This design comes from an exercise in tuning for small area, a short achievable clock period and few clock cycles per item on the open sky130 flow, not from production work. Where RTL was checked, it was by simulation tests only, not by an equivalence proof against the original.

==> inputs of run a <==
==> flow/design.v <==
module nru_itoa_dd3 (
    input  wire [3:0] a,
    output wire [3:0] f
);
    assign f[3] = a[3] | (a[2] & (a[1] | a[0]));
    assign f[2] = (a[3] & a[0]) | (a[2] & ~a[1] & ~a[0]);
    assign f[1] = (a[1] & (~a[2] | a[0])) | (a[3] & ~a[0]);
    assign f[0] = (a[0] & ~a[2] & ~a[3]) | (~a[0] & ((a[2] & a[1]) | a[3]));
endmodule
module nru_itoa (
    input  wire        clk,
    input  wire        rst_n,       
    input  wire        start,
    input  wire        ptr,         
    input  wire [63:0] value,       
    input  wire [31:0] prec,        
    input  wire [7:0]  flags,       
    output wire        ready,
    output reg         done,
    output wire [9:0]  span_start,
    output wire [9:0]  span_len,
    output reg  [15:0] head,
    output reg  [1:0]  hlen,
    input  wire [8:0]  rd_addr,
    output wire [7:0]  rd_data
);
    localparam [1:0] R10 = 2'b00, R16 = 2'b01, R8 = 2'b10, R2 = 2'b11;
    wire        f_uc    = flags[0];
    wire        f_alt   = flags[1];
    wire        f_plus  = flags[2];
    wire        f_space = flags[3];
    wire        f_w64   = flags[4];
    wire        f_sgn   = flags[5];
    wire [1:0]  f_radix = flags[7:6];
    wire        dec_in  = !ptr && f_radix == R10;
    wire        oct_in  = !ptr && f_radix == R8;
    wire [1:0]  rad_in  = ptr ? R16 : f_radix;
    wire        wide    = f_w64 || ptr;
    wire        sbit    = f_w64 ? value[63] : value[31];
    wire        is_neg  = !ptr && f_sgn && sbit;
    wire [63:0] u = wide ? value : {32'd0, value[31:0]};
    reg  [7:0]  nzp, nzn;
    integer c;
    always @(*) begin
        for (c = 0; c < 8; c = c + 1) begin
            nzp[c] = |u[8*c +: 8];
            if (c == 0)
                nzn[c] = 1'b1;
            else
                nzn[c] = !(&value[8*c-1 +: 8]) && (f_w64 || c < 4);
        end
    end
    wire [7:0]  nz = is_neg ? nzn : nzp;
    reg  [2:0]  top_in;
    always @(*) begin
        top_in = 3'd0;
        for (c = 0; c < 8; c = c + 1)
            if (nz[c]) top_in = c[2:0];
    end
    wire        u_nz = |nzp;
    reg  [15:0] head_in;
    reg  [1:0]  hlen_in;
    always @(*) begin
        head_in = 16'd0;
        hlen_in = 2'd0;
        if (!ptr) begin
            if (f_sgn) begin
                if (is_neg)       begin head_in = 16'h002D; hlen_in = 2'd1; end
                else if (f_plus)  begin head_in = 16'h002B; hlen_in = 2'd1; end
                else if (f_space) begin head_in = 16'h0020; hlen_in = 2'd1; end
            end else if (f_alt) begin
                case (f_radix)
                    R8:  begin head_in = 16'h0030; hlen_in = 2'd1; end
                    R16: if (u_nz) begin
                             head_in = f_uc ? 16'h5830 : 16'h7830; hlen_in = 2'd2;
                         end
                    R2:  begin head_in = f_uc ? 16'h4230 : 16'h6230; hlen_in = 2'd2; end
                    default: ;
                endcase
            end
        end
    end
    wire [9:0]  minlen_in = ptr      ? 10'd16 :
                            prec[31] ? 10'd1 : prec[9:0];
    reg  [63:0] lo_nz;          
    integer b;
    always @(*) begin
        lo_nz[0] = 1'b0;
        for (b = 1; b < 64; b = b + 1) lo_nz[b] = lo_nz[b-1] | u[b-1];
    end
    wire [63:0] mag_in = (u ^ ({64{is_neg}} & lo_nz)) & {{32{wide}}, 32'hFFFF_FFFF};
    reg  [87:0] r_in;
    integer k;
    always @(*) begin
        r_in = 88'd0;
        if (dec_in)
            r_in[63:0] = mag_in;
        else if (oct_in)
            for (k = 0; k < 22; k = k + 1)
                r_in[4*(21-k) +: 3] = (u >> (3 * k)) & 64'd7;
        else
            for (k = 0; k < 16; k = k + 1)
                r_in[4*(21-k) +: 4] = u[4*k +: 4];
    end
    reg  [15:0] v4;
    reg  [1:0]  p4 [0:15];
    reg  [3:0]  v16;
    reg  [3:0]  p16 [0:3];
    reg         v64;
    reg  [5:0]  p64;
    integer g;
    always @(*) begin
        for (g = 0; g < 16; g = g + 1) begin
            v4[g] = |u[4*g +: 4];
            p4[g] = u[4*g+3] ? 2'd3 : u[4*g+2] ? 2'd2 : u[4*g+1] ? 2'd1 : 2'd0;
        end
        for (g = 0; g < 4; g = g + 1) begin
            v16[g] = |v4[4*g +: 4];
            p16[g] = v4[4*g+3] ? {2'd3, p4[4*g+3]} : v4[4*g+2] ? {2'd2, p4[4*g+2]} :
                     v4[4*g+1] ? {2'd1, p4[4*g+1]} : {2'd0, p4[4*g]};
        end
        v64 = |v16;
        p64 = v16[3] ? {2'd3, p16[3]} : v16[2] ? {2'd2, p16[2]} :
              v16[1] ? {2'd1, p16[1]} : {2'd0, p16[0]};
    end
    wire [6:0]  bdig = {1'b0, p64} + 7'd1;    
    wire        bin_in = !ptr && f_radix == R2;
    wire [9:0]  sl_in  = (bin_in && v64 && minlen_in <= {4'd0, p64}) ? {3'd0, bdig} : minlen_in;
    reg         busy;
    reg  [2:0]  cp;             
    reg  [1:0]  radix;
    reg         uc;
    reg  [9:0]  sl;             
    reg  [87:0] r;              
    reg  [7:0]  ck;             
    assign ready = !busy;
    wire [7:0]  chunk = ck;
    wire [7:0]  ck_in = mag_in[8*top_in +: 8];       
    wire [2:0]  cpn   = cp - 3'd1;
    wire [7:0]  ck_nx = r[8*cpn +: 8];                
    wire [79:0] bcd;
    genvar gi;
    generate
        for (gi = 0; gi < 20; gi = gi + 1) begin : bd
            assign bcd[4*gi +: 4] = r[4*(21-gi) +: 4];
        end
    endgenerate
    function integer ndd;       
        input integer l;
        integer i;
        reg [127:0] lim, p;
        begin
            lim = 128'd1 << (56 + l);
            p   = 128'd5;
            ndd = 0;
            for (i = 0; i < 19; i = i + 1) begin
                if (p < lim) ndd = i + 1;
                p = p * 10;
            end
        end
    endfunction
    wire [79:0] lv [0:8];
    assign lv[0] = bcd;
    genvar gl, gd;
    generate
        for (gl = 0; gl < 8; gl = gl + 1) begin : lvl
            wire [79:0] adj;
            for (gd = 0; gd < 20; gd = gd + 1) begin : dg
                if (gd < ndd(gl)) begin : c
                    nru_itoa_dd3 u (.a(lv[gl][4*gd +: 4]), .f(adj[4*gd +: 4]));
                end else begin : n
                    assign adj[4*gd +: 4] = lv[gl][4*gd +: 4];
                end
            end
            assign lv[gl+1] = {adj[78:0], chunk[7-gl]};
        end
    endgenerate
    reg  [87:0] r_dd;
    always @(*) begin
        for (k = 0; k < 20; k = k + 1)
            r_dd[4*(21-k) +: 4] = lv[8][4*k +: 4];
        r_dd[7:0] = 8'd0;
        for (k = 0; k < 8; k = k + 1)
            if (k[2:0] <= cp) r_dd[8*k +: 8] = 8'd0;
    end
    reg  [87:0] r_en;           
    always @(*) begin
        r_en = {88{1'b1}};
        for (k = 0; k < 8; k = k + 1)
            if (k[2:0] < cp) r_en[8*k +: 8] = 8'd0;
    end
    always @(posedge clk) begin
        if (!rst_n) begin
            busy <= 1'b0;
            done <= 1'b0;
        end else begin
            done <= 1'b0;
            if (!busy) begin
                if (start) begin
                    radix  <= rad_in;
                    uc     <= !ptr && f_uc;
                    sl     <= sl_in;
                    head   <= head_in;
                    hlen   <= hlen_in;
                    cp     <= top_in;
                    ck     <= ck_in;
                    if (dec_in && (is_neg || u_nz)) busy <= 1'b1;
                    else                            done <= 1'b1;
                end
            end else begin
                cp <= cpn;
                ck <= ck_nx;
                if (cp == 3'd0) begin
                    busy <= 1'b0;
                    done <= 1'b1;
                end
            end
        end
    end
    integer q;
    always @(posedge clk) begin
        for (q = 0; q < 88; q = q + 1) begin
            if (!busy && start)
                r[q] <= r_in[q];
            else if (busy && r_en[q])
                r[q] <= r_dd[q];
        end
    end
    reg  [21:0] dz;             
    reg  [21:0] ge;             
    integer d;
    always @(*) begin
        for (d = 0; d < 22; d = d + 1) begin
            dz[d] = |r[4*(21-d) +: 4];
            ge[d] = sl <= d + 1;
        end
    end
    reg  [4:0]  dn;             
    always @(*) begin
        dn = 5'd0;
        for (d = 0; d < 22; d = d + 1)
            if (dz[d]) dn = d + 1;
    end
    wire        use_dn = radix != R2 && (|(dz & ge));
    assign span_len   = use_dn ? {5'd0, dn} : sl;
    assign span_start = use_dn ? 10'd512 - {5'd0, dn} : 10'd512 - sl;
    wire        r2   = radix == R2;
    reg  [21:0] sel;            
    reg  [3:0]  nib;
    integer m;
    always @(*) begin
        for (m = 0; m < 22; m = m + 1)
            sel[m] = r2 ? (m >= 6 && rd_addr[8:6] == 3'b111 && rd_addr[5:2] == m - 6)
                        : (rd_addr[8:5] == 4'b1111 && rd_addr[4:0] == m + 10);
        nib = 4'd0;
        for (m = 0; m < 22; m = m + 1)
            nib = nib | ({4{sel[m]}} & r[4*m +: 4]);
    end
    wire        bit2 = nib[~rd_addr[1:0]];
    wire [3:0]  dv   = r2 ? {3'd0, bit2} : nib;
    reg  [7:0]  chr;
    always @(*) begin
        case (dv)
            4'hA:    chr = uc ? 8'h41 : 8'h61;
            4'hB:    chr = uc ? 8'h42 : 8'h62;
            4'hC:    chr = uc ? 8'h43 : 8'h63;
            4'hD:    chr = uc ? 8'h44 : 8'h64;
            4'hE:    chr = uc ? 8'h45 : 8'h65;
            4'hF:    chr = uc ? 8'h46 : 8'h66;
            default: chr = {4'h3, dv};
        endcase
    end
    assign rd_data = chr;
endmodule
==> flow/flow/run.sh <==
#!/bin/bash
# The standard layout, with port buffers that timing repair may resize.
set -euo pipefail
bash standard.sh MATCH_CELL_FOOTPRINT=0 'BUFFER_PORTS_ARGS=-buffer_cell sky130_fd_sc_hd__buf_2' finish > flow.log 2>&1
==> flow/standard.sh <==
#!/bin/bash
# synth_recipe.tcl (not shown) runs the flow's synth.tcl, then flattens the netlist and writes it again
# the make line also repeats each setting of config.mk as NAME=value (left out here)
make -C /OpenROAD-flow-scripts/flow DESIGN_CONFIG=/design/flow/config.mk WORK_HOME=/design/flow/orfs CLKGATE_MAP_FILE= SYNTH_SCRIPT=/design/flow/synth_recipe.tcl "${@:-finish}"
==> flow/config.mk <==
export PLATFORM = sky130hd
export DESIGN_NAME = nru_itoa
export DESIGN_NICKNAME = nru_itoa
export VERILOG_FILES = /design/flow/design.v
export SDC_FILE = /design/flow/constraint.sdc
export NUM_CORES = 4
export LEC_CHECK = 0
export ABC_CLOCK_PERIOD_IN_PS = 3500
export CAP_MARGIN = 20
export CORE_MARGIN = 2
export CORE_UTILIZATION = 40
export SETUP_SLACK_MARGIN = 1.5
export SLEW_MARGIN = 20
export SYNTH_HIERARCHICAL = 1
export SYNTH_MINIMUM_KEEP_SIZE = 0
==> flow/constraint.sdc <==
create_clock -name core_clock -period 6.0 [get_ports {clk}]
set_input_delay 1.2000 -clock core_clock [delete_from_list [all_inputs] [get_ports {clk}]]
set_output_delay 1.2000 -clock core_clock [all_outputs]
set_load 0.01 [all_outputs]
==> run b (differences from run a) <==
--- a/flow/config.mk
+++ b/flow/config.mk
@@ -11,3 +11,3 @@
 export CORE_UTILIZATION = 40
-export SETUP_SLACK_MARGIN = 1.5
+export SETUP_SLACK_MARGIN = 2.5
 export SLEW_MARGIN = 20
==> run c (differences from run a) <==
--- a/flow/design.v
+++ b/flow/design.v
@@ -84,9 +84,15 @@
                             prec[31] ? 10'd1 : prec[9:0];
-    reg  [63:0] lo_nz;          
-    integer b;
-    always @(*) begin
-        lo_nz[0] = 1'b0;
-        for (b = 1; b < 64; b = b + 1) lo_nz[b] = lo_nz[b-1] | u[b-1];
-    end
-    wire [63:0] mag_in = (u ^ ({64{is_neg}} & lo_nz)) & {{32{wide}}, 32'hFFFF_FFFF};
+    function [7:0] mchunk;
+        input [7:0] c;
+        input       ng;         
+        input       lz;         
+        begin
+            mchunk = ng ? ~c + {7'd0, lz} : c;
+        end
+    endfunction
+    reg  [7:0]  lzp;            
+    always @(*) begin
+        lzp[0] = 1'b1;
+        for (c = 1; c < 8; c = c + 1) lzp[c] = lzp[c-1] & !nzp[c-1];
+    end
     reg  [87:0] r_in;
@@ -96,3 +102,4 @@
         if (dec_in)
-            r_in[63:0] = mag_in;
+            for (k = 0; k < 8; k = k + 1)      
+                r_in[8*k +: 8] = (|(nz >> k)) ? u[8*k +: 8] : 8'd0;
         else if (oct_in)
@@ -135,7 +142,13 @@
     reg  [7:0]  ck;             
+    reg         neg;            
     assign ready = !busy;
     wire [7:0]  chunk = ck;
-    wire [7:0]  ck_in = mag_in[8*top_in +: 8];       
+    wire [7:0]  ck_in = mchunk(u[8*top_in +: 8], is_neg, lzp[top_in]);    
     wire [2:0]  cpn   = cp - 3'd1;
-    wire [7:0]  ck_nx = r[8*cpn +: 8];                
+    reg  [7:0]  lzr;            
+    always @(*) begin
+        lzr[0] = 1'b1;
+        for (c = 1; c < 8; c = c + 1) lzr[c] = lzr[c-1] & !(|r[8*(c-1) +: 8]);
+    end
+    wire [7:0]  ck_nx = mchunk(r[8*cpn +: 8], neg, lzr[cpn]);              
     wire [79:0] bcd;
@@ -206,2 +219,3 @@
                     ck     <= ck_in;
+                    neg    <= is_neg;
                     if (dec_in && (is_neg || u_nz)) busy <= 1'b1;
@@ -228,6 +242,11 @@
     end
-    reg  [21:0] dz;             
+    reg  [23:0] dz;             
     reg  [21:0] ge;             
+    reg  [5:0]  gv;             
+    reg  [1:0]  gp [0:5];       
+    reg  [5:0]  glead;          
+    reg  [4:0]  h;              
     integer d;
     always @(*) begin
+        dz = 24'd0;
         for (d = 0; d < 22; d = d + 1) begin
@@ -236,12 +255,16 @@
         end
-    end
-    reg  [4:0]  dn;             
-    always @(*) begin
-        dn = 5'd0;
-        for (d = 0; d < 22; d = d + 1)
-            if (dz[d]) dn = d + 1;
-    end
-    wire        use_dn = radix != R2 && (|(dz & ge));
-    assign span_len   = use_dn ? {5'd0, dn} : sl;
-    assign span_start = use_dn ? 10'd512 - {5'd0, dn} : 10'd512 - sl;
+        for (d = 0; d < 6; d = d + 1) begin
+            gv[d] = |dz[4*d +: 4];
+            gp[d] = dz[4*d+3] ? 2'd3 : dz[4*d+2] ? 2'd2 : dz[4*d+1] ? 2'd1 : 2'd0;
+        end
+        for (d = 0; d < 6; d = d + 1)
+            glead[d] = gv[d] && ((gv >> (d + 1)) == 6'd0);
+        h = 5'd0;
+        for (d = 0; d < 6; d = d + 1)
+            h = h | ({5{glead[d]}} & {d[2:0], gp[d]});
+    end
+    wire        use_dn = radix != R2 && (|(dz[21:0] & ge));
+    wire [9:0]  sl_neg = 10'd512 - sl;
+    assign span_len   = use_dn ? {5'd0, h + 5'd1} : sl;
+    assign span_start = use_dn ? {5'b01111, ~h} : sl_neg;
     wire        r2   = radix == R2;
--- a/flow/config.mk
+++ b/flow/config.mk
@@ -11,3 +11,3 @@
 export CORE_UTILIZATION = 40
-export SETUP_SLACK_MARGIN = 1.5
+export SETUP_SLACK_MARGIN = 1.25
 export SLEW_MARGIN = 20
==> comparison table <==
| metric | run c | run b | run a |
|---|---|---|---|
| Outcome | finished clean | finished clean | finished clean |
| Dominant cell type by count on the critical path | - | sky130_fd_sc_hd__o21ai_0 | sky130_fd_sc_hd__buf_6 |
| Start point of the critical path | value[49] | sl[3] | r[46] |
| Delay contributed by the slowest stage of the critical path | 570 ps | 630 ps | 470 ps |
| Die boundary height | 228 microns | 232 microns | 232 microns |
| Fraction of layout instances using a drive strength above 1 | 0.177 | 0.536 | 0.255 |
| Post-synthesis instance total | 2,767 | 2,872 | 2,872 |
| Leading cell type in the layout, fill and taps excluded | sky130_fd_sc_hd__a21oi_1 | sky130_fd_sc_hd__buf_4 | sky130_fd_sc_hd__nand2b_1 |
| Minimum clock period | 4750 ps | 5520 ps | 5040 ps |
| Initial DRC count | 2,351 | 3,307 | 2,639 |
| Global-route track usage on met1 | 0.384 | 0.471 | 0.419 |
| Data arrival time at the worst-slack endpoint | 4950 ps | 4320 ps | 3840 ps |
| Worst setup skew after layout | 12.6 ps | 19.7 ps | 11.0 ps |
| R2r endpoint | r[35] | r[83] | r[62] |
| Resized Gates After CTS | 38 | 884 | 165 |
| Final Hold Slack | 526 ps | 550 ps | 564 ps |
| Number of filler cells placed in the layout | 5,091 | 3,883 | 5,139 |
| Routed len/inst | 23.2 microns | 27.2 microns | 24.8 microns |
| Later-pin clock latency in the skew report | 450 ps | 460 ps | 460 ps |
| Largest driver fanout on the critical path | 10 | 11 | 3 |
Testbench counts of run c, summed over its fixed seeds: cycles 13,482, items 4,800.
For run a and run b, only the layout was checked, not whether the RTL still works.

## separate check: timing with driven ports
The results above use ideal ports. As a check the final layouts listed here were re-extracted and re-timed, cells and wires unchanged. Step 1, drivers: a clkbuf_16 drives clk and a buf_2 each remaining input, both assumed. Step 2 times the ports against the registers' clock, not the clock port: input delays grow and output delays shrink by t, the midpoint of the rising clock arrivals with the driver on. Three values: ideal, step 1, step 2; two values: the first two.
| run | t (ns) | setup WS [ns] | worst register clock-pin slew, ns |
|---|---|---|---|
| run a | 0.512 | 0.960 / 0.899 / 1.021 | 0.07 / 0.07 |
| run b | 0.514 | 0.482 / 0.421 / 0.935 | 0.08 / 0.08 |
| run c | 0.497 | 1.251 / 1.261 / 0.776 | 0.07 / 0.07 |
After both steps setup and hold are still met in every run listed. The setup slack of run c, which loses most, moves by +0.010 ns with the drivers and by -0.475 ns with both steps.
